Context: an optimization exercise on an open-source flow, tuned for small area, a short achievable clock period and few clock cycles. The choices shown serve that exercise and are no tape-out recipe.
At most, simulation tests tie the RTL to the original design; equivalence was not proved.
Power figures rest on the tool's default switching activity, not on a simulated workload.

==> run Z <==
==> flow/design.v (excerpt) <==
module primality_core (
    input  wire        clk,
    input  wire        rst,
    input  wire        cmd_valid,
    output wire        cmd_ready,
    input  wire [2:0]  cmd_op,
    input  wire        cmd_dflt,
    input  wire [31:0] cmd_rounds,
    input  wire [63:0] cmd_a,
    input  wire [63:0] cmd_b,
    input  wire [63:0] cmd_m,
    output wire        wit_req,
    output wire [63:0] wit_n,
    input  wire        wit_valid,
    input  wire [63:0] wit_data,
    output wire        rsp_valid,
    input  wire        rsp_ready,
    output wire [63:0] rsp_data,
    output wire [2:0]  rsp_status,
    output wire        busy
);
    localparam integer K  = 4;                  
    localparam integer NC = (66 + K - 1) / K;   
    localparam integer RB = K * NC;             
    localparam integer TW = 67 + K;             
    localparam [2:0] OP_MULMOD  = 3'd0,
                     OP_MODPOW  = 3'd1,
                     OP_FERMATW = 3'd2,
                     OP_MRW     = 3'd3,
                     OP_FERMAT  = 3'd4,
                     OP_MR      = 3'd5;
  ...
Settings: LEC_CHECK=0, CAP_MARGIN=20, CORE_MARGIN=2, CORE_UTILIZATION=40, SLEW_MARGIN=20; clock period 12.0 ns.
standard.sh (not shown) runs the stock make flow with config.mk's settings and CLKGATE_MAP_FILE= SYNTH_SCRIPT=/design/flow/synth_recipe.tcl, a recipe that flattens the netlist after the stock synthesis.
==> flow/flow/run.sh <==
#!/bin/bash
set -euo pipefail
bash standard.sh SETUP_SLACK_MARGIN=8 finish > std_flow.log 2>&1
==> inputs of run E, as changes to run Z <==
--- a/flow/design.v
+++ b/flow/design.v
@@ -37,18 +37,20 @@
                        TZA  = 4,  TZB  = 5,  RED1 = 6,  RED2 = 7,
                        REDE = 8,  ROUND = 9, WREQ = 10, WC1  = 11,
                        WC2  = 12, MM   = 13, CPA  = 14, CK1  = 15,
                        CK2  = 16, EXP0 = 17, EXP1 = 18, GD1  = 19,
                        GD2  = 20, GADD = 21, GS1  = 22, GS2  = 23,
-                       GEND = 24, RESP = 25, NS   = 26;
+                       GEND = 24, RESP = 25, N3   = 26,
+                       NS   = 27;
     reg [NS-1:0] st;
     reg [2:0]  op;
     reg [2:0]  stat;
     reg [31:0] rnds;
     reg [64:0] ra;               
     reg [63:0] rb;               
     reg [63:0] rm;               
+    reg [65:0] n3;               
     reg [64:0] yr;               
     reg [66:0] s_r;              
     reg [65:0] c_r;              
     reg        cin;              
     reg [K-1:0] xd;              
@@ -233,46 +235,41 @@
     wire [TW-1:0] r_c  = {{(TW-66){1'b0}}, c_r} | {{(TW-1){1'b0}}, cin};
     wire [TW-1:0] r_x0 = xd[0] ? ys        : {TW{1'b0}};
     wire [TW-1:0] r_x1 = xd[1] ? (ys << 1) : {TW{1'b0}};
     wire [TW-1:0] r_x2 = xd[2] ? (ys << 2) : {TW{1'b0}};
     wire [TW-1:0] r_x3 = xd[3] ? (ys << 3) : {TW{1'b0}};
-    wire [TW-1:0] r_q0 = q[0]  ? ns        : {TW{1'b0}};
-    wire [TW-1:0] r_q1 = q[1]  ? (ns << 1) : {TW{1'b0}};
-    wire [TW-1:0] r_q2 = q[2]  ? (ns << 2) : {TW{1'b0}};
-    wire [TW-1:0] r_q3 = q[3]  ? (ns << 3) : {TW{1'b0}};
+    wire [TW-1:0] n3s  = {{(TW-66){1'b0}}, n3};
+    wire [TW-1:0] r_m0 = q[1] ? (q[0] ? n3s : (ns << 1)) : (q[0] ? ns : {TW{1'b0}});
+    wire [TW-1:0] r_m1 = (q[3] ? (q[2] ? n3s : (ns << 1)) : (q[2] ? ns : {TW{1'b0}})) << 2;
     wire [2*TW-1:0] a1 = csa(r_s, r_c, r_x0);
     wire [2*TW-1:0] a2 = csa(r_x1, r_x2, r_x3);
     wire [2*TW-1:0] a3 = csa(a1[TW-1:0], a1[2*TW-1:TW], a2[TW-1:0]);
     wire [2*TW-1:0] a4 = csa(a3[TW-1:0], a3[2*TW-1:TW], a2[2*TW-1:TW]);
-    wire [2*TW-1:0] b1 = csa(r_q0, r_q1, r_q2);
-    wire [2*TW-1:0] b2 = csa(a4[TW-1:0], a4[2*TW-1:TW], r_q3);
-    wire [2*TW-1:0] b3 = csa(b1[TW-1:0], b1[2*TW-1:TW], b2[TW-1:0]);
-    wire [2*TW-1:0] b4 = csa(b3[TW-1:0], b3[2*TW-1:TW], b2[2*TW-1:TW]);
-    wire [TW-1:0] ta = b4[TW-1:0];
-    wire [TW-1:0] tb = b4[2*TW-1:TW];
+    wire [2*TW-1:0] b1 = csa(a4[TW-1:0], a4[2*TW-1:TW], r_m0);
+    wire [2*TW-1:0] b2 = csa(b1[TW-1:0], b1[2*TW-1:TW], r_m1);
+    wire [TW-1:0] ta = b2[TW-1:0];
+    wire [TW-1:0] tb = b2[2*TW-1:TW];
     wire [65:0] mm_s   = ta[K +: 66];
     wire [65:0] mm_c   = tb[K +: 66];
     wire        mm_cin = |ta[K-1:0];
     wire        bred = st[RED1] & ra[63] & !is_test;
-    wire [66:0] ad_p = st[CPA]            ? s_r :
-                       (st[RED1] | st[GD1]) ? {1'b0, yr, bred} :
-                       st[WC1]            ? {3'b000, rm} :
-                                            {2'b00, yr};
+    wire [66:0] ad_p = st[CPA]                      ? s_r :
+                       (st[RED1] | st[GD1] | st[N3]) ? {1'b0, yr, bred} :
+                                                      {2'b00, yr};
     wire [66:0] ad_q = st[CPA]  ? {1'b0, c_r} :
                        st[GADD] ? (gsq ? {1'b0, c_r} : {2'b00, ra}) :
-                       st[WC1]  ? ~{2'b00, ra} :
                                   ~{3'b000, rm};
     wire        ad_ci = st[CPA] ? cin : !st[GADD];
     wire [67:0] sum2 = {ad_p, ad_ci} + {ad_q, ad_ci};
     wire [66:0] sum  = sum2[67:1];
     wire       ebit  = is_modpow ? rb[j] : (rm[j] & (j != 6'd0));
     wire [5:0] estop = is_mr ? ms : 6'd0;
     wire [K*NC+K-1:0] yr_pad = {{(K*NC+K-65){1'b0}}, yr};
     wire [63:0] one_m = (rm[63:1] == 63'd0) ? 64'd0 : 64'd1;
     wire red_last = (cnt == (is_test ? 8'd2 * RB - 8'd1 :
                              gen     ? 8'd63 : 8'd63 + RB));
-    wire wit_ok = (ra[63:1] != 63'd0) && !s_r[66] && (s_r[65:1] != 65'd0);
+    wire wit_ok = (ra[63:1] != 63'd0) && s_r[66] && !(&s_r[65:0]);
     wire f_nm1 = f_hi & !s_r[0];
     wire f_eqn = f_hi & s_r[0];
     reg [NS-1:0] nx;
     reg          mm_go;           
     reg          mk_sq_n, mk_mul_n, mk_conv_n, mk_out_n;
@@ -298,25 +295,27 @@
             if (op[2:1] == 2'b11) begin
                 set_y0 = 1'b1; nx[RESP] = 1'b1;
             end else if (!is_test) begin
                 if (rm == 64'd0) begin
                     set_y0 = 1'b1; nx[RESP] = 1'b1;
-                end else if (is_mulmod) begin
-                    red_go = 1'b1;
                 end else begin
-                    nx[SKA] = 1'b1;
+                    nx[N3] = 1'b1;
                 end
             end else if (rm[63:1] == 63'd0) begin
                 set_y0 = 1'b1; nx[RESP] = 1'b1;
             end else if (rm[63:2] == 62'd0) begin
                 set_y1 = 1'b1; nx[RESP] = 1'b1;
             end else if (!rm[0]) begin
                 set_y0 = 1'b1; nx[RESP] = 1'b1;
             end else begin
-                nx[SKA] = 1'b1;
+                nx[N3] = 1'b1;
             end
         end
+        if (st[N3]) begin
+            if (is_mulmod) red_go = 1'b1;
+            else           nx[SKA] = 1'b1;
+        end
         if (st[SKA]) nx[SKB] = 1'b1;
         if (st[SKB]) begin
             if (eb_r) begin
                 if (is_modpow)  red_go = 1'b1;
                 else if (is_mr) nx[TZA] = 1'b1;
@@ -431,25 +430,31 @@
     wire y_sum   = (st[CPA] & !mk_out) | st[GADD];
     wire y_sr    = (st[RED2] | st[GD2] | st[GS2]) & !gsel_lt;
     wire y_dbl   = (st[RED2] | st[GD2]) & gsel_lt;
     wire y_pow   = st[CK2] & is_modpow;
     reg [64:0] yr_d;
-    wire [K-1:0] xd_d  = st[MM] ? yr_pad[K * (cnt[5:0] + 1) +: K] : yr_d[K-1:0];
+    wire [5:0]  r2_sh  = st[SKB] ? j : jtop;
+    wire [63:0] r2_one = 64'd1 << r2_sh;
+    wire [K-1:0] yr_lo_d = st[CPA] ? sum[K-1:0] : yr[K-1:0];
+    wire [K-1:0] xd_d  = st[MM] ? yr_pad[K * (cnt[5:0] + 1) +: K] : yr_lo_d;
     wire [K-1:0] ylo_d = !mm_go  ? yop[K-1:0] :
-                         mk_sq_n  ? yr_d[K-1:0] :
+                         mk_sq_n  ? yr_lo_d :
                          mk_mul_n ? ra[K-1:0] :
                          mk_conv_n ? rb[K-1:0] : {{(K-1){1'b0}}, 1'b1};
     always @(*) begin
         if (y_sum)                        yr_d = sum[64:0];
         else if (y_sr)                    yr_d = s_r[64:0];
         else if (y_dbl)                   yr_d = {yr[63:0], st[RED2] & ra[63] & !is_test};
         else if (y_pow)                   yr_d = f_eqn ? 65'd0 : s_r[64:0];
-        else if (st[WC1])                 yr_d = ra;
         else if (set_y0 | g_go | (st[REDE] & is_mulmod) | (red_go & !red_r2))
                                           yr_d = 65'd0;
-        else if (set_y1 | red_r2)         yr_d = 65'd1;
+        else if (red_r2)                  yr_d = {1'b0, r2_one};
+        else if (set_y1)                  yr_d = 65'd1;
         else if (set_yone)                yr_d = {1'b0, one_m};
+        else if (st[DEC])                 yr_d = {rm, 1'b0};
+        else if (st[ROUND])               yr_d = ra;
+        else if (st[WREQ])                yr_d = {1'b0, wit_data};
         else                              yr_d = yr;
     end
     always @(posedge clk) begin
         yr <= yr_d;
         if (st[MM]) begin
@@ -471,10 +476,11 @@
                 cin <= 1'b0;
         end
         xd <= xd_d;
         xp <= xd_d * ylo_d;
         nn_r <= nn_d;
+        if (st[N3]) n3 <= sum[65:0];
         if (st[IDLE]) begin
             ra <= {1'b0, cmd_a};
             rb <= cmd_b;
             rm <= cmd_m;
             op <= cmd_op;
@@ -509,10 +515,11 @@
             mk_out  <= mk_out_n;
         end
         if (st[MM])                       cnt <= cnt + 8'd1;
         else if (st[RED2] | st[GD2] & !xb_r | st[GS2])
                                           cnt <= cnt + 8'd1;
+        else if (red_r2)                  cnt <= {2'b00, r2_sh};
         else if (mm_go | g_go | red_go | (st[REDE] & is_mulmod))
                                           cnt <= 8'd0;
         if (g_go) gsq <= gsq_n;
         else if (st[REDE]) gsq <= 1'b0;
         if (st[DEC]) begin
@@ -544,13 +551,23 @@
             st <= {{(NS-1){1'b0}}, 1'b1};
         end else begin
             st <= nx;
         end
     end
-    assign cmd_ready  = st[IDLE];
-    assign busy       = !st[IDLE];
-    assign wit_req    = st[WREQ];
+    reg busy_r, nwreq_r;
+    always @(posedge clk) begin
+        if (rst) begin
+            busy_r  <= 1'b0;
+            nwreq_r <= 1'b1;
+        end else begin
+            busy_r  <= !nx[IDLE];
+            nwreq_r <= !nx[WREQ];
+        end
+    end
+    assign cmd_ready  = !busy_r;
+    assign busy       = busy_r;
+    assign wit_req    = !nwreq_r;
     assign wit_n      = rm;
     assign rsp_valid  = st[RESP];
     assign rsp_data   = yr[63:0];
     assign rsp_status = stat;
 endmodule
==> flow/flow/run.sh (replaced) <==
#!/bin/bash
set -euo pipefail
bash standard.sh SETUP_SLACK_MARGIN=7 finish > std_flow.log 2>&1
==> inputs of run H, as changes to run Z <==
--- a/flow/design.v
+++ b/flow/design.v
@@ -431,10 +431,12 @@
     wire y_sum   = (st[CPA] & !mk_out) | st[GADD];
     wire y_sr    = (st[RED2] | st[GD2] | st[GS2]) & !gsel_lt;
     wire y_dbl   = (st[RED2] | st[GD2]) & gsel_lt;
     wire y_pow   = st[CK2] & is_modpow;
     reg [64:0] yr_d;
+    wire [5:0]  r2_sh  = st[SKB] ? j : jtop;
+    wire [63:0] r2_one = 64'd1 << r2_sh;
     wire [K-1:0] xd_d  = st[MM] ? yr_pad[K * (cnt[5:0] + 1) +: K] : yr_d[K-1:0];
     wire [K-1:0] ylo_d = !mm_go  ? yop[K-1:0] :
                          mk_sq_n  ? yr_d[K-1:0] :
                          mk_mul_n ? ra[K-1:0] :
                          mk_conv_n ? rb[K-1:0] : {{(K-1){1'b0}}, 1'b1};
@@ -444,11 +446,12 @@
         else if (y_dbl)                   yr_d = {yr[63:0], st[RED2] & ra[63] & !is_test};
         else if (y_pow)                   yr_d = f_eqn ? 65'd0 : s_r[64:0];
         else if (st[WC1])                 yr_d = ra;
         else if (set_y0 | g_go | (st[REDE] & is_mulmod) | (red_go & !red_r2))
                                           yr_d = 65'd0;
-        else if (set_y1 | red_r2)         yr_d = 65'd1;
+        else if (red_r2)                  yr_d = {1'b0, r2_one};
+        else if (set_y1)                  yr_d = 65'd1;
         else if (set_yone)                yr_d = {1'b0, one_m};
         else                              yr_d = yr;
     end
     always @(posedge clk) begin
         yr <= yr_d;
@@ -509,10 +512,11 @@
             mk_out  <= mk_out_n;
         end
         if (st[MM])                       cnt <= cnt + 8'd1;
         else if (st[RED2] | st[GD2] & !xb_r | st[GS2])
                                           cnt <= cnt + 8'd1;
+        else if (red_r2)                  cnt <= {2'b00, r2_sh};
         else if (mm_go | g_go | red_go | (st[REDE] & is_mulmod))
                                           cnt <= 8'd0;
         if (g_go) gsq <= gsq_n;
         else if (st[REDE]) gsq <= 1'b0;
         if (st[DEC]) begin
==> flow/run.sh (new file) <==
#!/bin/bash
# synth_recipe.tcl (not shown) runs the flow's synth.tcl, then flattens the netlist and writes it again
# the make line also repeats each setting of config.mk as NAME=value (left out here)
make -C /OpenROAD-flow-scripts/flow DESIGN_CONFIG=/design/flow/config.mk WORK_HOME=/design/flow/orfs CLKGATE_MAP_FILE= SYNTH_SCRIPT=/design/flow/synth_recipe.tcl finish
--- a/flow/config.mk
+++ b/flow/config.mk
@@ -6,6 +6,7 @@
 export NUM_CORES = 4
 export LEC_CHECK = 0
 export CAP_MARGIN = 20
 export CORE_MARGIN = 2
 export CORE_UTILIZATION = 40
+export SETUP_SLACK_MARGIN = 5
 export SLEW_MARGIN = 20
removed: flow/flow/run.sh
removed: flow/standard.sh
==> comparison table <==
| metric | run H | run E | run Z |
|---|---|---|---|
| Biggest cell delay along the critical path | 0.73 ns | 0.70 ns | 0.60 ns |
| Signal arrival time at the worst endpoint | 7.00 ns | 5.74 ns | 5.64 ns |
| Crit path max-delay cell type | sky130_fd_sc_hd__dfxtp_4 | sky130_fd_sc_hd__edfxtp_1 | sky130_fd_sc_hd__fa_1 |
| Static Leak | 25.3 nW | 25.2 nW | 30.0 nW |
| Count of inverters not on the clock network in the layout | 732 | 483 | 726 |
| Total combinational power | 7.71 mW | 5.61 mW | 9.24 mW |
| Share of final layout cell area taken by clock buffers and inverters | 3.75% | 3.85% | 3.19% |
| Wire length on met3 | 28.0 mm | 39.0 mm | 33.0 mm |
| Top-area cell type share of the netlist area | 24.7% | 28.4% | 25.0% |
| Final Routed Wirelength | 251 mm | 279 mm | 264 mm |
| P per Cell Area | 195 mW/mm2 | 164 mW/mm2 | 188 mW/mm2 |
| Outcome | complete, no violations | complete, no violations | complete, no violations |
| Placement Setup Slack | 5.14 ns | 5.29 ns | 5.90 ns |
| Hold wc startpoint | st[4] | st[17] | st[2] |
| Complex-gate fraction of the synthesized area | 15.6% | 16.7% | 14.9% |
| Diode count | 5 | 18 | 8 |
| Met1 capacity usage during global routing | 46.4% | 49.0% | 47.3% |
| Number of nets in the finished design | 7116 | 6977 | 7781 |
| Floorplan die width | 375 um | 376 um | 373 um |
| Least setup slack across all paths after layout | 5.43 ns | 6.85 ns | 6.81 ns |
Testbench counts of run E, summed over its fixed seeds: cycles 2,339,118.
Testbench counts of run H, summed over its fixed seeds: cycles 2,338,798.
The RTL of run Z was laid out without a check of its function.

-- re-timing with driven ports --
No port has a modelled driver above. Below, the same layouts with a new extraction and two added sets of constraints. Step 1 (the two cells are an assumption about what drives the block):
set clk [get_ports {clk}]
set_driving_cell -lib_cell sky130_fd_sc_hd__clkbuf_16 $clk
set_driving_cell -lib_cell sky130_fd_sc_hd__buf_2 [delete_from_list [all_inputs] $clk]
Step 2 times the ports against the registers' clock, not the clock port: input delays grow and output delays shrink by t, the midpoint of the rising clock arrivals with the driver on. Three values: ideal ports, drivers, drivers and shift; two values: the first two.
run | t (ns) | setup WS [ns] | worst setup path at the end | worst data-port slew with drivers (ns) | pins driven straight from the clock port
run Z | 0.788 | 6.814 / 6.814 / 6.814 | register to register | 0.07 | 1
run E | 0.802 | 6.850 / 6.850 / 6.850 | register to register | 0.07 | 1
run H | 0.794 | 5.429 / 5.429 / 5.429 | register to register | 0.08 | 1
After both steps setup and hold are still met in every run listed.
